Source: an optimization exercise on an open RTL-to-GDS flow (aim: small area, a short achievable clock period and few clock cycles). Production flows keep margins and buffers that such runs may drop.
Function was checked by simulation only, so behaviour that the tests miss may differ from the original.
Power figures rest on the tool's default switching activity, not on a simulated workload.

## pft_lzd
module pft_lzd (
    input  wire        clk,
    input  wire        rst,           
    input  wire [7:0]  reg_addr,      
    input  wire        reg_we,
    input  wire [31:0] reg_wdata,
    output reg  [31:0] reg_rdata,
    output wire        irq,
    output reg         buf_en,
    output reg         buf_we,
    output reg  [16:0] buf_addr,
    output reg  [7:0]  buf_wdata,
    input  wire [7:0]  buf_rdata,
    output reg         out_re,
    output reg  [24:0] out_raddr,
    input  wire [7:0]  out_rdata,
    output reg         out_we,
    output reg  [24:0] out_waddr,
    output reg  [7:0]  out_wdata
);
For scale: ~6200 cells after synthesis, roughly 53000 µm² of cells after synthesis.
clock: 12.0 ns
lec_check: 0
cap_margin: 20
core_margin: 2
core_utilization: 35
setup_slack_margin: 4
slew_margin: 20
run.sh (not shown) runs the stock make flow with config.mk's settings and CLKGATE_MAP_FILE= SYNTH_SCRIPT=/design/flow/synth_recipe.tcl, a recipe that flattens the netlist after the stock synthesis.
Testbench counts at the start, summed over its fixed seeds: cycles 434,464.
Change:
--- a/flow/config.mk
+++ b/flow/config.mk
@@ -7,2 +7,3 @@
 export LEC_CHECK = 0
+export ABC_CLOCK_PERIOD_IN_PS = 7000
 export CAP_MARGIN = 20
Effect: Wire length is unchanged; fmax is unchanged; die area stays the same; sequential cell count does not change.


Setup of oak:
pft_lzd, a different RTL version from the one above (not shown whole).
Size: roughly 5600 cells after synthesis, ~510 flip-flops, roughly 180 I/O pins, about 0.045 mm² of cells after synthesis.
// pft_lzd
module pft_lzd (
    input  wire        clk,
    input  wire        rst,           
    input  wire [7:0]  reg_addr,      
    input  wire        reg_we,
    input  wire [31:0] reg_wdata,
    output reg  [31:0] reg_rdata,
    output wire        irq,
    output reg         buf_en,
    output reg         buf_we,
    output reg  [16:0] buf_addr,
    output reg  [7:0]  buf_wdata,
    input  wire [7:0]  buf_rdata,
    output reg         out_re,
    output reg  [24:0] out_raddr,
    input  wire [7:0]  out_rdata,
    output reg         out_we,
    output reg  [24:0] out_waddr,
    output reg  [7:0]  out_wdata
);
    localparam [3:0] F_ALIGN   = 4'd2;
    localparam [3:0] F_OOB     = 4'd3;
    localparam [3:0] F_CSUM    = 4'd4;
    localparam [3:0] F_NOSIG   = 4'd5;
    localparam [3:0] F_OVERSZ  = 4'd6;
    localparam [3:0] F_INCOMPL = 4'd7;
    localparam [3:0] F_ZEROOFF = 4'd8;
    localparam [3:0] F_NOTRL   = 4'd9;
    localparam [3:0] F_OUTCAP  = 4'd10;
    localparam [3:0] F_OFFBEF  = 4'd11;
    localparam [3:0] F_ILLCMD  = 4'd12;
    localparam [4:0]
        S_IDLE  = 5'd0,
        S_CMD   = 5'd1,    
        S_CK    = 5'd2,    
        S_CKE   = 5'd3,    
        S_HDR   = 5'd4,    
        S_HDR1  = 5'd5,    
        S_HDRC  = 5'd6,    
        S_RAWC  = 5'd7,    
        S_RAW   = 5'd8,    
        S_RSKIP = 5'd9,    
        S_TOK   = 5'd10,   
        S_MSK1  = 5'd11,   
        S_CP1   = 5'd12,   
        S_EXT   = 5'd13,   
        S_CPC   = 5'd14,   
        S_CPY   = 5'd15,   
        S_TRL   = 5'd16,   
        S_TRL1  = 5'd17,   
        S_IV    = 5'd18,   
        S_XC    = 5'd19,   
        S_XR    = 5'd20,   
        S_XW    = 5'd21;   
    reg  [4:0]  state;
    reg  [1:0]  ctrl_op;
    reg         ctrl_endian;
    reg         ctrl_ie;
    reg         st_done;
    reg         st_err;
    reg  [3:0]  err_code;     
    reg         errf;         
    reg  [31:0] buf_len;
  ...
Settings: LEC_CHECK=0, CAP_MARGIN=20, CORE_MARGIN=2, CORE_UTILIZATION=35, CTS_CLUSTER_DIAMETER=100, CTS_CLUSTER_SIZE=28, SETUP_SLACK_MARGIN=3, SLEW_MARGIN=20; clock period 12.0 ns.
standard.sh (not shown) runs the stock make flow with config.mk's settings and CLKGATE_MAP_FILE= SYNTH_SCRIPT=/design/flow/synth_recipe.tcl, a recipe that flattens the netlist after the stock synthesis.
==> flow/flow/run.sh <==
#!/bin/bash
# Own flow: the standard layout (standard.sh, unchanged synthesis), with the
# port buffers made of sky130_fd_sc_hd__buf_1 instead of the delay buffer that
# buffer_ports picks by default (every port still gets its own buffer), and
# timing repair allowed to change a cell's footprint (MATCH_CELL_FOOTPRINT=0;
# detailed placement runs after every repair).
set -euo pipefail
W=$(pwd)
sed 's#^make -C \(.*\) "\${@:-finish}"$#make -C \1 "BUFFER_PORTS_ARGS=-buffer_cell sky130_fd_sc_hd__buf_1" MATCH_CELL_FOOTPRINT=0 "${@:-finish}"#' standard.sh > own_standard.sh
grep -q 'MATCH_CELL_FOOTPRINT=0' own_standard.sh
bash own_standard.sh finish > make_finish.log 2>&1
test -s out/final.def
Testbench counts of oak, summed over its fixed seeds: cycles 425,930.
[inputs] pine vs oak
- swapping 28 for 20 in CTS_CLUSTER_SIZE
Notes after the runs:
oak and pine ended up with nearly the same count of nets after finishing.
Routing usage on met3 down 0.28 points in pine wrt oak
Looking at oak and pine, the total length of routed wires is a wash.
Comparing pine with oak, the via count came out essentially unchanged.
Power delta for pine relative to oak: 0.94% lower
oak and pine ended up with roughly the same part of the total power dissipated in the clock network.
Higher multi-input gate share of total cell area goes to pine over oak.
Final area, oak and pine: larger value in oak
Changes in birch relative to pine:
- GPL_ROUTABILITY_DRIVEN: unset -> 0
- CTS_CLUSTER_DIAMETER: 100 -> 110
- CTS_CLUSTER_SIZE: 20 -> 24
==> comparison <==
birch reached the end of the flow, and the finished layout is clean on the timing, DRC and antenna checks.
Compared birch vs pine, and clock skew is up in birch.
Status: number of standard-cell rows in the floorplan parity (pine, birch)
Going from pine to birch, design area now smaller; core utilization decreased by 0.20 points relative to the old numbers.
Final-stage net count: pine vs birch, no meaningful difference
Diff pine and birch: post-route minimum period lower in birch
birch vs. pine: first-pass GRT wire length went down by 4.9%; static leakage went down by about 0.7%; clock buffer instance count of the final layout went down by 18%; global-route met2 utilization went down by 4.9 points; non-clock buffer count went down by 1.9%.
--- input diff birch..maple ---
- CTS_CLUSTER_SIZE no longer set, was 24
- CTS_CLUSTER_DIAMETER no longer set, was 110
- CTS_BUF_LIST now sky130_fd_sc_hd__clkbuf_4 sky130_fd_sc_hd__clkbuf_8, previously not set
- GPL_ROUTABILITY_DRIVEN no longer set, was 0
==> flow/flow/run.sh <==
#!/bin/bash
# Own flow: the standard layout (standard.sh, unchanged synthesis), with the
# port buffers made of sky130_fd_sc_hd__buf_4 instead of the delay buffer that
# buffer_ports picks by default. Every port still gets its own buffer.
set -euo pipefail
W=$(pwd)
sed 's#^make -C \(.*\) "\${@:-finish}"$#make -C \1 "BUFFER_PORTS_ARGS=-buffer_cell sky130_fd_sc_hd__buf_4" "${@:-finish}"#' standard.sh > own_standard.sh
grep -q 'BUFFER_PORTS_ARGS=-buffer_cell sky130_fd_sc_hd__buf_4' own_standard.sh
bash own_standard.sh finish > make_finish.log 2>&1
test -s out/final.def
[summary]
birch -> maple: number of buffers created by CTS increased by more than 100%
Diff birch -> maple: setup slack now sits lower; worst slew margin relative to its limit now sits higher; critical path depth now sits higher.
--- input diff maple..cedar ---
- GPL_TIMING_DRIVEN now 0, previously not set
- CTS_BUF_LIST no longer set, was sky130_fd_sc_hd__clkbuf_4 sky130_fd_sc_hd__clkbuf_8
==> flow/flow/run.sh <==
#!/bin/bash
# Own flow: the standard layout (standard.sh, unchanged synthesis), with the
# port buffers made of sky130_fd_sc_hd__buf_1 instead of the delay buffer that
# buffer_ports picks by default. Every port still gets its own buffer.
set -euo pipefail
W=$(pwd)
sed 's#^make -C \(.*\) "\${@:-finish}"$#make -C \1 "BUFFER_PORTS_ARGS=-buffer_cell sky130_fd_sc_hd__buf_1" "${@:-finish}"#' standard.sh > own_standard.sh
grep -q 'BUFFER_PORTS_ARGS=-buffer_cell sky130_fd_sc_hd__buf_1' own_standard.sh
bash own_standard.sh finish > make_finish.log 2>&1
test -s out/final.def
--- outcome ---
Re non-clock buffer count: cedar is 47% up on maple.
| clock skew | cedar vs maple | 40 ps lower |
When cedar is measured against maple, its part of the cycle the worst path needs turns out 0.98 points higher.
cedar went all the way through synthesis, placement and routing and the layout is clean on timing, DRC and antenna.
Compared to maple, cedar has share of total power in combinational logic 0.6 points higher.
cedar vs maple, clock group total power went up by about 6%.
Fraction of standard cell area that is sequential across maple and cedar: no real change.
cedar ended with less clock buffer count than maple.
Max freq maple -> cedar: degraded
maple has a lower delay of the slowest critical-path stage than cedar.
As far as number of flops mapped to enable cells by yosys goes, cedar and maple are indistinguishable; the numbers are identical.

-- afterwards: timing with drivers on the ports --
Ports are ideal in the flow. The routed layouts listed here were re-timed in OpenROAD. Step 1 (the two cells are an assumption about what drives the block):
set clk [get_ports {clk}]
set_driving_cell -lib_cell sky130_fd_sc_hd__clkbuf_16 $clk
set_driving_cell -lib_cell sky130_fd_sc_hd__buf_2 [delete_from_list [all_inputs] $clk]
Step 2 also shifts input and output timing later by t, the mid clock arrival at the registers, as if the neighbouring blocks saw the same clock. a / b / c = ideal ports / drivers / drivers and shift; a / b = the first two.
run	shift t [ns]	slack for setup (ns)	worst hold slack (ns)	latest minus earliest clock arrival (ns)	worst register clock-pin slew, ns
the first run of note 1	0.801	1.874 / 1.789 / 1.826	0.475 / 0.475 / 0.475	0.053 / 0.053	0.07 / 0.07
the second run of note 1	0.801	1.874 / 1.789 / 1.826	0.475 / 0.475 / 0.475	0.053 / 0.053	0.07 / 0.07
oak	0.728	3.139 / 3.094 / 3.094	0.484 / 0.484 / 0.484	0.070 / 0.070	0.12 / 0.12
pine	0.730	3.105 / 3.060 / 3.060	0.483 / 0.483 / 0.483	0.059 / 0.060	0.10 / 0.10
birch	0.761	3.116 / 3.030 / 3.030	0.477 / 0.477 / 0.477	0.105 / 0.105	0.12 / 0.12
maple	0.939	2.987 / 2.954 / 2.954	0.451 / 0.451 / 0.451	0.085 / 0.085	0.08 / 0.08
cedar	0.770	2.870 / 2.788 / 2.750	0.468 / 0.468 / 0.468	0.047 / 0.047	0.08 / 0.08
After both steps every run listed still meets setup and hold. The setup slack of cedar, which loses most, moves by -0.082 ns with the drivers and by -0.120 ns with both steps.
